This design comes from an exercise in tuning for small area on the open sky130 flow, not from production work. The RTL was checked by simulation tests, not by an equivalence proof against the original design. The flow treats the clock pin as an ideal source, which a real chip does not have. Power is estimated from default activity; no workload was simulated.

Setup of the baseline:
Design vm16_core, start of the top module:
module vm16_core (
    input  wire        clk,
    input  wire        rst,
    output wire        mem_valid,
    output wire        mem_we,
    output wire [14:0] mem_addr,
    output wire [15:0] mem_wdata,
    input  wire [15:0] mem_rdata,
    input  wire        mem_ready,
    output wire        out_valid,
    output wire [7:0]  out_byte,
    output wire        retire_valid,
    output wire [14:0] retire_pc,
    output wire        retire_we,
    output wire [2:0]  retire_rd,
    output wire [15:0] retire_wdata,
    output wire        halted,
    output wire        faulted
);
Settings: LEC_CHECK=0, ABC_AREA=1, CAP_MARGIN=20, CORE_MARGIN=2, CORE_UTILIZATION=60, SLEW_MARGIN=20; clock period 10.0 ns.
standard.sh (not shown) runs the stock make flow with config.mk's settings and CLKGATE_MAP_FILE= SYNTH_SCRIPT=/design/flow/synth_recipe.tcl, a recipe that flattens the netlist after the stock synthesis.
==> flow/flow/run.sh <==
#!/bin/bash
# The standard layout (standard.sh) with three changes:
#  - synthesis maps the combinational logic with flow/abc_area.script
#    (flow/synth.tcl wraps synth_recipe.tcl; registers are unchanged);
#  - every port gets a buffer of the smallest buffer cell (buf_1);
#  - the clock tree is built from clkbuf_8 without dummy loads, and
#    lightly loaded leaf buffers become clkbuf_4 (flow/cts_post.tcl).
set -euo pipefail
export FLOW_WORK=$PWD
export FLOW_ABC_SCRIPT=$PWD/flow/abc_area.script
export BUFFER_PORTS_ARGS="-buffer_cell sky130_fd_sc_hd__buf_1"
export POST_CTS_TCL=$PWD/flow/cts_post.tcl
export CTS_ARGS="-sink_clustering_enable -repair_clock_nets -buf_list sky130_fd_sc_hd__clkbuf_8 -dont_use_dummy_load"
sed "s#SYNTH_SCRIPT=[^ ]*#SYNTH_SCRIPT=$PWD/flow/synth.tcl#" standard.sh > flow_standard.sh
grep -q "SYNTH_SCRIPT=$PWD/flow/synth.tcl" flow_standard.sh
bash flow_standard.sh > flow.log 2>&1
==> flow/flow/abc_area.script <==
strash
balance
rewrite
refactor
balance
rewrite
rewrite -z
balance
refactor -z
rewrite -z
balance
&get -n
&deepsyn -T 60
&put
dch -f
map -a
strash
dch -f
map -a
strash
dch -f
map -a
topo
==> flow/flow/cts_post.tcl <==
estimate_parasitics -placement
set small sky130_fd_sc_hd__clkbuf_4
set big   sky130_fd_sc_hd__clkbuf_8
set n 0
foreach inst [get_cells clkbuf_*] {
  if {[get_property $inst ref_name] != $big} { continue }
  set out [get_pins -of_objects $inst -filter "direction == output"]
  set sinks [get_pins -of_objects [get_nets -of_objects $out] -filter "direction == input"]
  set ffclk 1
  foreach p $sinks { if {![string match */CLK [get_full_name $p]]} { set ffclk 0 } }
  if {!$ffclk} { continue }
  replace_cell $inst $small
  estimate_parasitics -placement
  set worst 0
  foreach p $sinks { set s [get_property $p slew_max]; if {$s > $worst} { set worst $s } }
  if {$worst > 0.100} {
    replace_cell $inst $big
    estimate_parasitics -placement
  } else {
    incr n
  }
}
puts "cts_post: $n leaf clock buffers changed to clkbuf_4"
detailed_placement
check_placement -verbose
==> flow/flow/synth.tcl <==
# The standard flow's synthesis script, with the ABC technology mapping of the
# combinational logic done by flow/abc_area.script instead of ORFS's script.
# Flip-flop mapping, register names, flattening and renaming are unchanged.
proc abc {args} {
  set i [lsearch $args -script]
  if {$i >= 0 && ![string match *retime* [lindex $args [expr {$i + 1}]]]} {
    set args [lreplace $args $i [expr {$i + 1}] -script $::env(FLOW_ABC_SCRIPT)]
  }
  yosys abc {*}$args
}
source $::env(FLOW_WORK)/synth_recipe.tcl
Inputs modified between the baseline and the candidate:
--- a/flow/design.v
+++ b/flow/design.v
@@ -22,46 +22,44 @@
     localparam S_R     = 4'd2;
     localparam S_MW    = 4'd3;
     localparam S_W     = 4'd4;
     localparam S_X     = 4'd5;
     localparam S_WR    = 4'd6;
     localparam S_Y     = 4'd7;
-    localparam S_S1    = 4'd8;       
-    localparam S_S1R   = 4'd9;
+    localparam S_S1    = 4'd8;
+    localparam S_PRE   = 4'd9;
     localparam S_ST    = 4'd10;
-    localparam S_STR   = 4'd11;
-    localparam S_N     = 4'd12;
-    localparam S_FAULT = 4'd13;
-    localparam S_NP    = 4'd14;
-    localparam S_PRE   = 4'd15;
+    localparam S_N     = 4'd11;
+    localparam S_FAULT = 4'd12;
+    localparam S_NP    = 4'd13;
     reg  [2:0]  ph;           
     reg  [3:0]  st;
     reg         pend;         
     reg  [15:0] T;
     reg  [15:0] IR;
     reg  [14:0] P;
     reg  [2:0]  RS;           
     reg         c;            
     reg         f1;           
     reg  [2:0]  n;            
     reg         odd;          
+    reg         sdir;         
     wire last  = (ph == 3'd7);
     wire first = (ph == 3'd0);
     wire act    = !pend;
     wire sBOOT  = act && st == S_BOOT;
     wire sFW    = act && st == S_FW;
     wire sR     = act && st == S_R;
     wire sMW    = act && st == S_MW;
     wire sW     = act && st == S_W;
     wire sX     = act && st == S_X;
     wire sWR    = act && st == S_WR;
     wire sY     = act && st == S_Y;
-    wire sS1    = act && st[3:1] == 3'b100;
+    wire sS1    = act && st == S_S1;
     wire sPRE   = act && st == S_PRE;
-    wire sST    = act && st[3:1] == 3'b101;
-    wire sdir   = st[0];                  
+    wire sST    = act && st == S_ST;
     wire sN     = act && st == S_N;
     wire sNP    = act && st == S_NP;
     wire [2:0] op  = IR[2:0];
     wire [2:0] alt = IR[11:9];
     wire oLUI  = op == 3'd0;
     wire oAUI  = op == 3'd1;
@@ -173,23 +171,21 @@
         nst = st;
         if (act) begin
             case (st)
                 S_BOOT:  if (last) nst = S_FW;
                 S_FW:    if (ild) nst = S_R;
                 S_R:     if (last) nst = oMEM ? (s[1] ? S_FAULT : (op[0] ? S_X : S_MW)) :
-                                     (oMATH && aSH) ? (alt[0] ? S_S1R : S_S1) : S_N;
+                                     (oMATH && aSH) ? S_S1 : S_N;
                 S_MW:    if (ild) nst = S_W;
                 S_W:     if (last) nst = S_NP;
                 S_X:     if (last) nst = S_WR;
                 S_WR:    if (wdone) nst = S_Y;
                 S_Y:     if (last) nst = S_NP;
-                S_S1:    if (last) nst = S_ST;
-                S_S1R:   if (last) nst = S_PRE;
-                S_PRE:   if (last) nst = S_STR;
-                S_ST,
-                S_STR:   if (last) nst = S_NP;
+                S_S1:    if (last) nst = sdir ? S_PRE : S_ST;
+                S_PRE:   if (last) nst = S_ST;
+                S_ST:    if (last) nst = S_NP;
                 S_N:     if (last) nst = S_FW;
                 S_NP:    if (last) nst = S_FW;
                 default: ;
             endcase
         end
     end
@@ -214,12 +210,13 @@
         if (sFW && ild) RS <= mem_rdata[5:3];
         else if (sWR)   RS <= 3'd0;
         if (sR) begin
             if (first) begin
                 odd  <= B[0];
                 n[0] <= B[1];
+                sdir <= alt[0];
             end
             if (ph == 3'd1) n[2:1] <= B;
         end
     end
     assign mem_addr     = P;
     assign retire_pc    = P;
Notes after the runs:
- Diff the baseline -> the candidate | internal power | down slightly
- [compare] base=the baseline new=the candidate: global placer's final weighted congestion down 5.0%; final non-filler cell area up about 0.35%.
- Against the baseline as the reference, the candidate delivers a higher TritonCTS sink count.
- The candidate ended with less simple-gate share of the synthesized area than the baseline.
- The relative contribution of combinational cells to total power reported for the candidate is smaller than that of the baseline by 1.1 points.
- Setup slack (the candidate over the baseline): increase, 170 ps
- [compare] base=the baseline new=the candidate: switching share of power saw a decrease, wire length went up.
- The candidate: number of distinct standard cells referenced by the synthesized netlist higher than the baseline
- Higher share of power burned in the clock network among the candidate and the baseline: the candidate
- As of the candidate, post-placement cell area had risen slightly compared to the baseline.

[what the ideal ports hide]
In the flow no input, the clock included, has a driving cell. The finished layouts below were timed again as built, in two steps. Step 1 assumes that a clkbuf_16 drives the clock port and a buf_2 every other input. Step 2, shift: input delay + t, output delay - t, t = (earliest + latest rising clock arrival at the registers) / 2. This alone moves slack from input paths to output paths. Three values: ideal, step 1, step 2; two values: the first two.
run | t, ns | slack for setup (ns) | worst setup path after step 2 | worst data-port slew with drivers (ns)
the baseline | 0.466 | 4.528 / 4.528 / 4.528 | register to register | 0.03
the candidate | 0.478 | 4.699 / 4.699 / 4.699 | register to register | 0.04
After both steps every run listed still meets setup and hold.
